This is an optimization exercise on Yosys and OpenROAD, whose aim is small area, a short achievable clock period and few clock cycles per item, not a production implementation. Only the layout flow was run in this run; the RTL was not checked for function there.

## flow/config.mk

```make
export PLATFORM = sky130hd
export DESIGN_NAME = m64p_unit
export DESIGN_NICKNAME = m64p_unit
export VERILOG_FILES = /design/flow/design.v
export SDC_FILE = /design/flow/constraint.sdc
export NUM_CORES = 8
export LEC_CHECK = 0
export CAP_MARGIN = 30
export CORE_MARGIN = 2
export CORE_UTILIZATION = 22
export GPL_ROUTABILITY_DRIVEN = 1
export PLACE_DENSITY = 0.32
export SLEW_MARGIN = 20
```

## flow/constraint.sdc

```tcl
create_clock -name core_clock -period 18.0 [get_ports {clk}]
set_input_delay 3.6000 -clock core_clock [delete_from_list [all_inputs] [get_ports {clk}]]
set_output_delay 3.6000 -clock core_clock [all_outputs]
set_load 0.01 [all_outputs]
```

## flow/design.v

```verilog
module m64p_unit (
    input  wire        clk,
    input  wire        rst,
    input  wire        in_valid,
    output wire        in_ready,
    input  wire [2:0]  in_kind,
    input  wire [3:0]  in_reg,
    input  wire [63:0] in_data,
    output reg         out_valid,
    output reg  [63:0] out_data
);
    localparam [63:0] PRNG_RESET_S0 = 64'h9E3779B97F4A7C15;
    localparam [63:0] PRNG_RESET_S1 = 64'hBF58476D1CE4E5B9;
    localparam [2:0] K_WRITE_REG  = 3'd0;
    localparam [2:0] K_READ_REG   = 3'd1;
    localparam [2:0] K_COMMAND    = 3'd2;
    localparam [2:0] K_READ_STAT  = 3'd3;
    localparam [2:0] K_READ_FAULT = 3'd4;
    localparam [7:0] OP_ADD     = 8'h01;
    localparam [7:0] OP_XOR     = 8'h02;
    localparam [7:0] OP_SHIFT   = 8'h03;
    localparam [7:0] OP_SHIFTI  = 8'h04;
    localparam [7:0] OP_MUL32   = 8'h05;
    localparam [7:0] OP_IMUL32  = 8'h06;
    localparam [7:0] OP_MUL     = 8'h07;
    localparam [7:0] OP_IMUL    = 8'h08;
    localparam [7:0] OP_DIVMOD  = 8'h09;
    localparam [7:0] OP_LDSTATE = 8'h10;
    localparam [7:0] OP_RDSTATE = 8'h11;
    localparam [7:0] OP_NEXT    = 8'h12;
    localparam [7:0] OP_DRAW32  = 8'h13;
    localparam [7:0] OP_PICK    = 8'h14;
    localparam [3:0] CAUSE_ILLEGAL = 4'd1;
    localparam [3:0] CAUSE_DIVZERO = 4'd2;
    localparam [3:0] CAUSE_EMPTY   = 4'd3;
    reg         sk_v;
    reg  [2:0]  sk_kind;
    reg  [3:0]  sk_reg;
    reg  [63:0] sk_data;
    reg         ir_v;
    reg  [2:0]  ir_kind;
    reg  [3:0]  ir_reg;
    reg  [63:0] ir_data;
    reg  [3:0]  ir_ra;       
    reg         ir_ph;       
    wire        issue;
    wire        ir_free = !ir_v || issue;
    assign in_ready = !sk_v;
    wire   acc      = in_valid && !sk_v;
    always @(posedge clk) begin
        if (rst) begin
            sk_v <= 1'b0;
            ir_v <= 1'b0;
        end else begin
            if (ir_free) begin
                ir_v <= sk_v || acc;
                sk_v <= 1'b0;
            end else if (acc) begin
                sk_v <= 1'b1;
            end
        end
        if (!sk_v) begin
            sk_kind <= in_kind;
            sk_reg  <= in_reg;
            sk_data <= in_data;
        end
        if (ir_free) begin
            if (sk_v) begin
                ir_kind <= sk_kind;
                ir_reg  <= sk_reg;
                ir_data <= sk_data;
                ir_ra   <= (sk_kind == K_READ_REG) ? sk_reg : sk_data[19:16];
            end else begin
                ir_kind <= in_kind;
                ir_reg  <= in_reg;
                ir_data <= in_data;
                ir_ra   <= (in_kind == K_READ_REG) ? in_reg : in_data[19:16];
            end
        end
    end
    reg  [63:0] W [0:15];
    reg  [63:0] s0, s1;
    reg         faulted;
    reg  [3:0]  cause;
    reg  [31:0] faultword;
    reg  [15:0] pend;        
    wire [31:0] cw   = ir_data[31:0];
    wire [7:0]  op   = cw[31:24];
    wire [3:0]  rd   = cw[23:20];
    wire [3:0]  ra   = cw[19:16];
    wire [3:0]  rb   = cw[15:12];
    wire [3:0]  re   = cw[11:8];
    wire [7:0]  imm8 = cw[7:0];
    wire k_wr  = (ir_kind == K_WRITE_REG);
    wire k_rd  = (ir_kind == K_READ_REG);
    wire k_cmd = (ir_kind == K_COMMAND);
    wire k_st  = (ir_kind == K_READ_STAT);
    wire k_fw  = (ir_kind == K_READ_FAULT);
    reg        known;
    reg [31:0] mask;
    always @(*) begin
        known = 1'b1;
        mask  = 32'hFF000FFF;
        case (op)
            OP_ADD, OP_XOR, OP_SHIFT, OP_MUL32, OP_IMUL32, OP_IMUL, OP_DIVMOD:
                mask = 32'hFF000FFF;
            OP_SHIFTI:          mask = 32'hFF00FF00;
            OP_MUL:             mask = 32'hFF0000FF;
            OP_LDSTATE:         mask = 32'hFFF00FFF;
            OP_RDSTATE:         mask = 32'hFF0FF0FF;
            OP_NEXT, OP_DRAW32: mask = 32'hFF0FFFFF;
            OP_PICK:            mask = 32'hFF00FFFF;
            default: known = 1'b0;
        endcase
    end
    wire illegal = !known
                || ((cw & mask) != {op, 24'h000000})
                || (((op == OP_MUL) || (op == OP_RDSTATE)) && (rd == re));
    wire o_add   = (op == OP_ADD);
    wire o_xor   = (op == OP_XOR);
    wire o_sh    = (op == OP_SHIFT);
    wire o_shi   = (op == OP_SHIFTI);
    wire o_mul32 = (op == OP_MUL32);
    wire o_imul32= (op == OP_IMUL32);
    wire o_mul   = (op == OP_MUL);
    wire o_imul  = (op == OP_IMUL);
    wire o_div   = (op == OP_DIVMOD);
    wire o_ld    = (op == OP_LDSTATE);
    wire o_rds   = (op == OP_RDSTATE);
    wire o_next  = (op == OP_NEXT);
    wire o_draw  = (op == OP_DRAW32);
    wire o_pick  = (op == OP_PICK);
    wire o_mulc  = o_mul32 | o_imul32 | o_mul | o_imul;
    wire use_ra  = o_add | o_xor | o_sh | o_shi | o_mulc | o_div | o_ld | o_pick;
    wire use_rb  = o_add | o_xor | o_sh | o_mulc | o_div | o_ld;
    wire def_rd  = !o_ld;
    wire def_re  = o_mul | o_rds;
    wire cmd_ok  = k_cmd && !faulted && !illegal;
    wire [63:0] opa = W[ir_ra];
    wire [63:0] opb = W[rb];
    wire divzero = o_div  && (opb[31:0] == 32'd0);
    wire empty   = o_pick && (opa[31:0] == 32'd0);
    reg         m_busy;
    reg         d_busy;
    wire haz_cmd = cmd_ok && ((use_ra && pend[ra]) || (use_rb && pend[rb]) ||
                              (def_rd && pend[rd]) || (def_re && pend[re]) ||
                              (o_mulc && m_busy) || ((o_div || o_pick) && d_busy));
    wire haz_reg = (k_wr || k_rd) && pend[ir_reg];
    wire go      = ir_v && !haz_cmd && !haz_reg;      
    wire rds_one = cmd_ok && o_rds && !ir_ph;         
    assign issue = go && !rds_one;
    always @(posedge clk) begin
        if (rst)
            ir_ph <= 1'b0;
        else if (issue)
            ir_ph <= 1'b0;
        else if (go && rds_one)
            ir_ph <= 1'b1;
    end
    wire [31:0] sh_n   = o_sh ? opb[31:0] : {{24{imm8[7]}}, imm8};
    wire        sh_rgt = (sh_n[31:6] == 26'd0);
    wire        sh_lft = (sh_n[31:6] == 26'h3FFFFFF) && (sh_n[5:0] != 6'd0);
    wire [5:0]  sh_lam = 6'd0 - sh_n[5:0];
    wire [63:0] sh_out = sh_rgt ? (opa >> sh_n[5:0]) :
                         sh_lft ? (opa << sh_lam) : 64'd0;
    wire [63:0] px       = s0 ^ (s0 >> 23);
    wire [63:0] s1_next  = px ^ s1 ^ (px << 17) ^ (s1 << 26);
    wire [63:0] prng_out = s1_next + s1;
    wire iw_en = go && (k_wr || (cmd_ok && (o_add || o_xor || o_sh || o_shi ||
                                            o_next || o_draw || o_rds)));
    wire [3:0] iw_addr = k_wr ? ir_reg : (o_rds && ir_ph) ? re : rd;
    reg  [63:0] iw_data;
    always @(*) begin
        if (k_wr)                  iw_data = ir_data;
        else if (o_add)            iw_data = opa + opb;
        else if (o_xor)            iw_data = opa ^ opb;
        else if (o_sh || o_shi)    iw_data = sh_out;
        else if (o_next)           iw_data = prng_out;
        else if (o_draw)           iw_data = {32'd0, prng_out[31:0]};
        else if (ir_ph)            iw_data = s1;
        else                       iw_data = s0;
    end
    localparam [1:0] M_IDLE = 2'd0, M_RUN = 2'd1, M_WB1 = 2'd2, M_WB2 = 2'd3;
    reg  [1:0]  m_st;
    reg  [1:0]  m_step;
    reg  [1:0]  m_op;        
    reg  [3:0]  m_rd, m_re;
    reg  [63:0] m_a, m_b;
    reg  [65:0] m_w;
    reg  [63:0] m_l;
    wire [31:0] m_x = m_step[1] ? m_a[63:32] : m_a[31:0];
    wire [31:0] m_y = m_step[0] ? m_b[63:32] : m_b[31:0];
    wire [63:0] m_p = m_x * m_y;
    wire [65:0] m_base = (m_step == 2'd0) ? 66'd0 :
                         (m_step == 2'd2) ? m_w : {32'd0, m_w[65:32]};
    wire [65:0] m_sum  = m_base + {2'd0, m_p};
    wire        m_last = (m_op[1] == 1'b0) ? 1'b1 :
                         (m_op[0] ? (m_step == 2'd2) : (m_step == 2'd3));
    wire m_start = issue && cmd_ok && o_mulc;
    reg  [63:0] m_res;
    always @(*) begin
        case (m_op)
            2'd0: m_res = m_w[63:0];
            2'd1: m_res = {32'd0, m_w[31:0]};
            2'd2: m_res = (m_st == M_WB2) ? m_l : m_w[63:0];
            default: m_res = {m_w[31:0], m_l[31:0]};
        endcase
    end
    wire [3:0] m_wa = (m_st == M_WB2) ? m_re : m_rd;
    wire       m_req = m_st[1];
    localparam [1:0] D_IDLE = 2'd0, D_NORM = 2'd1, D_RUN = 2'd2, D_WB = 2'd3;
    reg  [1:0]  d_st;
    reg         d_pick;
    reg  [3:0]  d_rd;
    reg  [31:0] d_rem;
    reg  [31:0] d_div;
    reg  [31:0] d_q;
    reg  [4:0]  d_cnt;
    function [5:0] bitlen32;
        input [31:0] v;
        integer k;
        begin
            bitlen32 = 6'd0;
            for (k = 0; k < 32; k = k + 1)
                if (v[k]) bitlen32 = k + 1;
        end
    endfunction
    wire [5:0]  d_bx   = bitlen32(d_rem);
    wire [5:0]  d_bn   = bitlen32(d_div);
    wire        d_none = (d_bx < d_bn);
    wire [4:0]  d_k    = d_bx[4:0] - d_bn[4:0];
    wire [32:0] d_tr   = {1'b0, d_rem} - {1'b0, d_div};
    wire        d_ge   = !d_tr[32];
    wire d_start = issue && cmd_ok && ((o_div && !divzero) || (o_pick && !empty));
    wire [63:0] d_res = d_pick ? {32'd0, d_rem} : {d_q, d_rem};
    wire        d_req = (d_st == D_WB);
    wire m_go = !iw_en && m_req;
    wire d_go = !iw_en && !m_req && d_req;
    wire        wr_en   = iw_en || m_go || d_go;
    wire [3:0]  wr_addr = iw_en ? iw_addr : m_go ? m_wa : d_rd;
    wire [63:0] wr_data = iw_en ? iw_data : m_go ? m_res : d_res;
    wire [63:0] wr_val  = rst ? 64'd0 : wr_data;
    genvar gi;
    generate
        for (gi = 0; gi < 16; gi = gi + 1) begin : g_w
            wire wen = rst || (wr_en && (wr_addr == gi));
            always @(posedge clk)
                if (wen) W[gi] <= wr_val;
        end
    endgenerate
    wire do_step = issue && cmd_ok && (o_next || o_draw || (o_pick && !empty));
    wire do_ld   = issue && cmd_ok && o_ld;
    wire do_flt  = issue && k_cmd && !faulted && (illegal || divzero || empty);
    always @(posedge clk) begin
        if (rst) begin
            s0        <= PRNG_RESET_S0;
            s1        <= PRNG_RESET_S1;
            faulted   <= 1'b0;
            cause     <= 4'd0;
            faultword <= 32'd0;
            pend      <= 16'd0;
            m_st      <= M_IDLE;
            m_busy    <= 1'b0;
            d_st      <= D_IDLE;
            d_busy    <= 1'b0;
            out_valid <= 1'b0;
            out_data  <= 64'd0;
        end else begin
            out_valid <= issue;
            if (issue)
                out_data <= k_rd ? opa :
                            k_st ? {56'd0, cause, 3'd0, faulted} :
                            k_fw ? {32'd0, faultword} : 64'd0;
            if (do_step) begin
                s0 <= s1;
                s1 <= s1_next;
            end else if (do_ld) begin
                s0 <= opa;
                s1 <= opb;
            end
            if (do_flt) begin
                faulted   <= 1'b1;
                cause     <= illegal ? CAUSE_ILLEGAL :
                             divzero ? CAUSE_DIVZERO : CAUSE_EMPTY;
                faultword <= cw;
            end
            begin : pend_upd
                reg [15:0] p;
                p = pend;
                if (m_go) p[m_wa] = 1'b0;
                if (d_go) p[d_rd] = 1'b0;
                if (m_start) begin
                    p[rd] = 1'b1;
                    if (o_mul) p[re] = 1'b1;
                end
                if (d_start) p[rd] = 1'b1;
                pend <= p;
            end
            case (m_st)
                M_IDLE: if (m_start) begin
                    m_st   <= M_RUN;
                    m_busy <= 1'b1;
                end
                M_RUN: if (m_last) m_st <= M_WB1;
                M_WB1: if (m_go) begin
                    if (m_op == 2'd2) m_st <= M_WB2;
                    else begin m_st <= M_IDLE; m_busy <= 1'b0; end
                end
                default: if (m_go) begin m_st <= M_IDLE; m_busy <= 1'b0; end
            endcase
            case (d_st)
                D_IDLE: if (d_start) begin
                    d_st   <= D_NORM;
                    d_busy <= 1'b1;
                end
                D_NORM: d_st <= d_none ? D_WB : D_RUN;
                D_RUN:  if (d_cnt == 5'd0) d_st <= D_WB;
                default: if (d_go) begin d_st <= D_IDLE; d_busy <= 1'b0; end
            endcase
        end
        if (m_start) begin
            m_a    <= opa;
            m_b    <= opb;
            m_rd   <= rd;
            m_re   <= re;
            m_op   <= o_mul32 ? 2'd0 : o_imul32 ? 2'd1 : o_mul ? 2'd2 : 2'd3;
            m_step <= 2'd0;
        end else if (m_st == M_RUN) begin
            m_step <= m_step + 2'd1;
            m_w    <= m_sum;
            if (m_step == 2'd1 || m_step == 2'd3)
                m_l[32*m_step[1] +: 32] <= m_w[31:0];
        end
        if (d_start) begin
            d_pick <= o_pick;
            d_rd   <= rd;
            d_rem  <= o_pick ? prng_out[31:0] : opa[31:0];
            d_div  <= o_pick ? opa[31:0] : opb[31:0];
            d_q    <= 32'd0;
        end else if (d_st == D_NORM) begin
            d_div  <= d_div << d_k;
            d_cnt  <= d_k;
        end else if (d_st == D_RUN) begin
            if (d_ge) d_rem <= d_tr[31:0];
            d_q    <= {d_q[30:0], d_ge};
            d_div  <= d_div >> 1;
            d_cnt  <= d_cnt - 5'd1;
        end
    end
endmodule
```

## flow/run.sh

```bash
#!/bin/bash
# synth_recipe.tcl (not shown) runs the flow's synth.tcl, then flattens the netlist and writes it again
# the make line also repeats each setting of config.mk as NAME=value (left out here)
make -C /OpenROAD-flow-scripts/flow DESIGN_CONFIG=/design/flow/config.mk WORK_HOME=/design/flow/orfs CLKGATE_MAP_FILE= SYNTH_SCRIPT=/design/flow/synth_recipe.tcl finish
```

==> qor.txt <==
Outcome -> finished clean
Non-filler cells in the finished layout -> 22968
CTS tree -> yes
Detailed-route vias per instance -> 5.44
Largest net degree at the start of global routing -> 104
Wire length of the first global-routing pass -> 1190000 um
Total CTS buffers -> 235
Post-CTS setup buffers -> 0
Die Width -> 806 um
Starting density of the core -> 0.221
Final Setup Violations -> 0
Max FO, Critical Path -> 36
Final Routed Wirelength -> 906000 um
Floorplan row count -> 294
Post-layout min period -> 10.89 ns
Worst endpoint data arrival time -> 11.57 ns
Setup repair after global routing missed its margin -> no
Estimated wirelength of the detail-placed design -> 660000 um
Sum of negative setup slack -> 0 ns
Slowest stage delay, CP -> 0.87 ns
Mapped Avg Cell Area -> 10.0 um2
Worst hold slack -> 0.472 ns
Fin nets -> 15569
Instance count along the most critical hold path -> 2
Insertion delay of the later-clocked pin in the worst-skew pair -> 1.07 ns
Post-cts repair resize count -> 0
Maximum clock skew at final layout -> 0.176 ns
Worst Setup Slack post-DPL -> 7.09 ns
WL/cell -> 39.5 um
Register name with the most flops -> W
Post-synth design cell area -> 141000 um2
Die area -> 649000 um2
Quantity of hold-fixing buffers added after cts -> 0
Commonest non-fill, non-tap cell in the layout -> nand2_1
Number of flip-flops under the largest register name -> 1024
CORE AREA -> 641000 um2
Proportion of synthesized flip-flops having asynchronous set or reset -> 0
Die height -> 806 um
Largest registers ranked by flip-flop count -> W: 1024 flops, m_w: 66 flops
Global-route congestion overflow total -> 0
Placer's final routability congestion estimate -> 0.988
Ratio of cells with drive above 1 in the final layout -> 0.129
Required time of the critical path -> 18.68 ns
Total count of hold-check failures in the final report -> 0
Number of search-and-repair iterations in the first detailed-routing pass -> 6
Antenna violations before repair -> 168
Cells after Synth -> 14094
Growth of design area from synthesis to finish -> 16.3%
Seq/Total Area, Yosys -> 0.358
Net count after synthesis -> 15574
Clock-pin slew on the worst setup and hold paths -> 0.07 ns
Yosys reg bits -> 1805
Main synth FF type -> edfxtp_1
Residual antenna-violating net count after detailed routing -> 0
Number of global-route vias before repair -> 122454
Ratio of final minimum period to clock period -> 0.605
Startpoint kind of the worst setup timing path -> register
Highest-count cells in the layout ignoring fill and taps -> nand2_1, edfxtp_1, inv_1
Total vias in the final route -> 124927
Type of the tightest min-delay check -> register to register
Standard cell with the maximum stage delay on the critical path -> mux2_2
Sinks on the clock net -> 1805
Detailed Route Iter0 Violations -> 16740
Crit path top cell by count -> fa_1
I/O Pins -> 140
Final Core Density -> 0.257
Worst reg2reg path depth -> 28
Critical path start-end classification -> register to register
Min setup slack post-route -> 7.11 ns
Quantity of I/O buffers inserted on ports -> 139
Maximum clock rate -> 91.8 MHz
Clock tree buffer depth -> 4
Slew Viols, Final -> 0
Total of fill cells in the finished design -> 68705
Post-synth EDFFs -> 1441
Total of warnings raised by yosys -> 2
Placed Cells -> 22427
Slew Limit Headroom -> 0.156
Number of maximum-capacitance constraint violations -> 0
Library cells used by synthesis -> 121
Post-route DRC violation count -> 0
Htree depth -> 4
Slew @ Worst Pin -> 1.23 ns
Combined global-route utilization of all metal layers -> 0.270
Endpoint type of the worst setup path -> register
Library cell used as clock root buffer -> clkbuf_16
==> per-stage QoR <==
stage,instance area (um2)
finish,164000
global route,164000
CTS,164000
detailed placement,156000
global placement,155000
floorplan,141000
==> path summary, 6_finish.rpt <==
path	from	to	slack [ns]
hold / removal	s1[62]	s0[62]	0.47
hold reg to reg	s1[62]	s0[62]	0.47
setup reg to reg	m_step[1]	m_w[64]	7.11
setup / recovery	m_step[1]	m_w[64]	7.11
==> synthesized netlist by cell type (all sizes together), types with 283 or more instances <==
| master | count | area share |
|---|---|---|
| dfxtp | 364 | 0.052 |
| inv | 1173 | 0.031 |
| clkbuf | 687 | 0.018 |
| a21oi | 663 | 0.024 |
| a22oi | 326 | 0.017 |
| nor2 | 945 | 0.025 |
| o21ai | 506 | 0.018 |
| nand2 | 1700 | 0.045 |
| ha | 441 | 0.039 |
| mux2 | 316 | 0.025 |
| xnor2 | 283 | 0.018 |
| edfxtp | 1441 | 0.31 |
| buf | 368 | 0.015 |
| fa | 965 | 0.14 |
| mux2i | 649 | 0.046 |
==> metal layers <==
metal | vias up | global-route usage | wire (um)
met1 | 65964 | 0.368 | 391000
met4 | 24 | 0.141 | 55000
met3 | 1459 | 0.0428 | 65700
met5 | - | 0 | 158
li1 | 50810 | - | -
met2 | 6670 | 0.412 | 395000
==> kinds of logic (layout without fill, tap and decap cells) <==
family | after synthesis | count (layout) | share of synthesized area
simple gates | 3897 | 3897 | 0.127
fa+ha+maj | 1406 | 1406 | 0.176
other cells | 0 | 90 | 0
compound gates | 3295 | 3295 | 0.163
flops | 1805 | 1805 | 0.358
buf+inv | 2236 | 2436 | 0.0649
mux | 1074 | 1074 | 0.0886
xor+xnor | 381 | 381 | 0.0236
==> worst max-delay path: cells and delay by family, from the launching register on <==
kind            cells  cell delay [ns]
mux                 1             0.87
xor+xnor            1             0.07
simple gates        1             0.19
flops               1             0.71
compound gates     10             3.29
buf+inv             6             0.92
fa+ha+maj           9             4.47
==> cell type report <==
cell class,instances,area (um2),area share
multi-input cells,10053,83400,0.507
clock inverters,156,1990,0.0121
inverters,1181,4450,0.0270
clock buffers,286,6240,0.0379
diodes,90,225,0.00137
flip-flops and latches,1805,50600,0.308
well taps,8584,10700,0.0653
repair buffers,813,6800,0.0414

## afterwards: timing with drivers on the ports
No port has a modelled driver above. Below, the same layout with a new extraction and two added sets of constraints.
Step 1, drivers: a clkbuf_16 drives clk and a buf_2 each remaining input, both assumed.
Step 2 adds t to the input delays and takes it off the output delays; t is the mean of the earliest and latest rising clock arrival at the registers after step 1. Input paths then give back, and output paths get back, about the clock's delay inside the block.
Slacks: ideal ports / drivers / drivers and shift; pairs: ideal ports / drivers.
t (ns): 1.128
setup slack, ns: 7.110 / 7.110 / 7.110
worst setup path at the end: register to register
After both steps this run still meets setup and hold. The setup slack of this run moves by 0.000 ns with the drivers and by 0.000 ns with both steps.
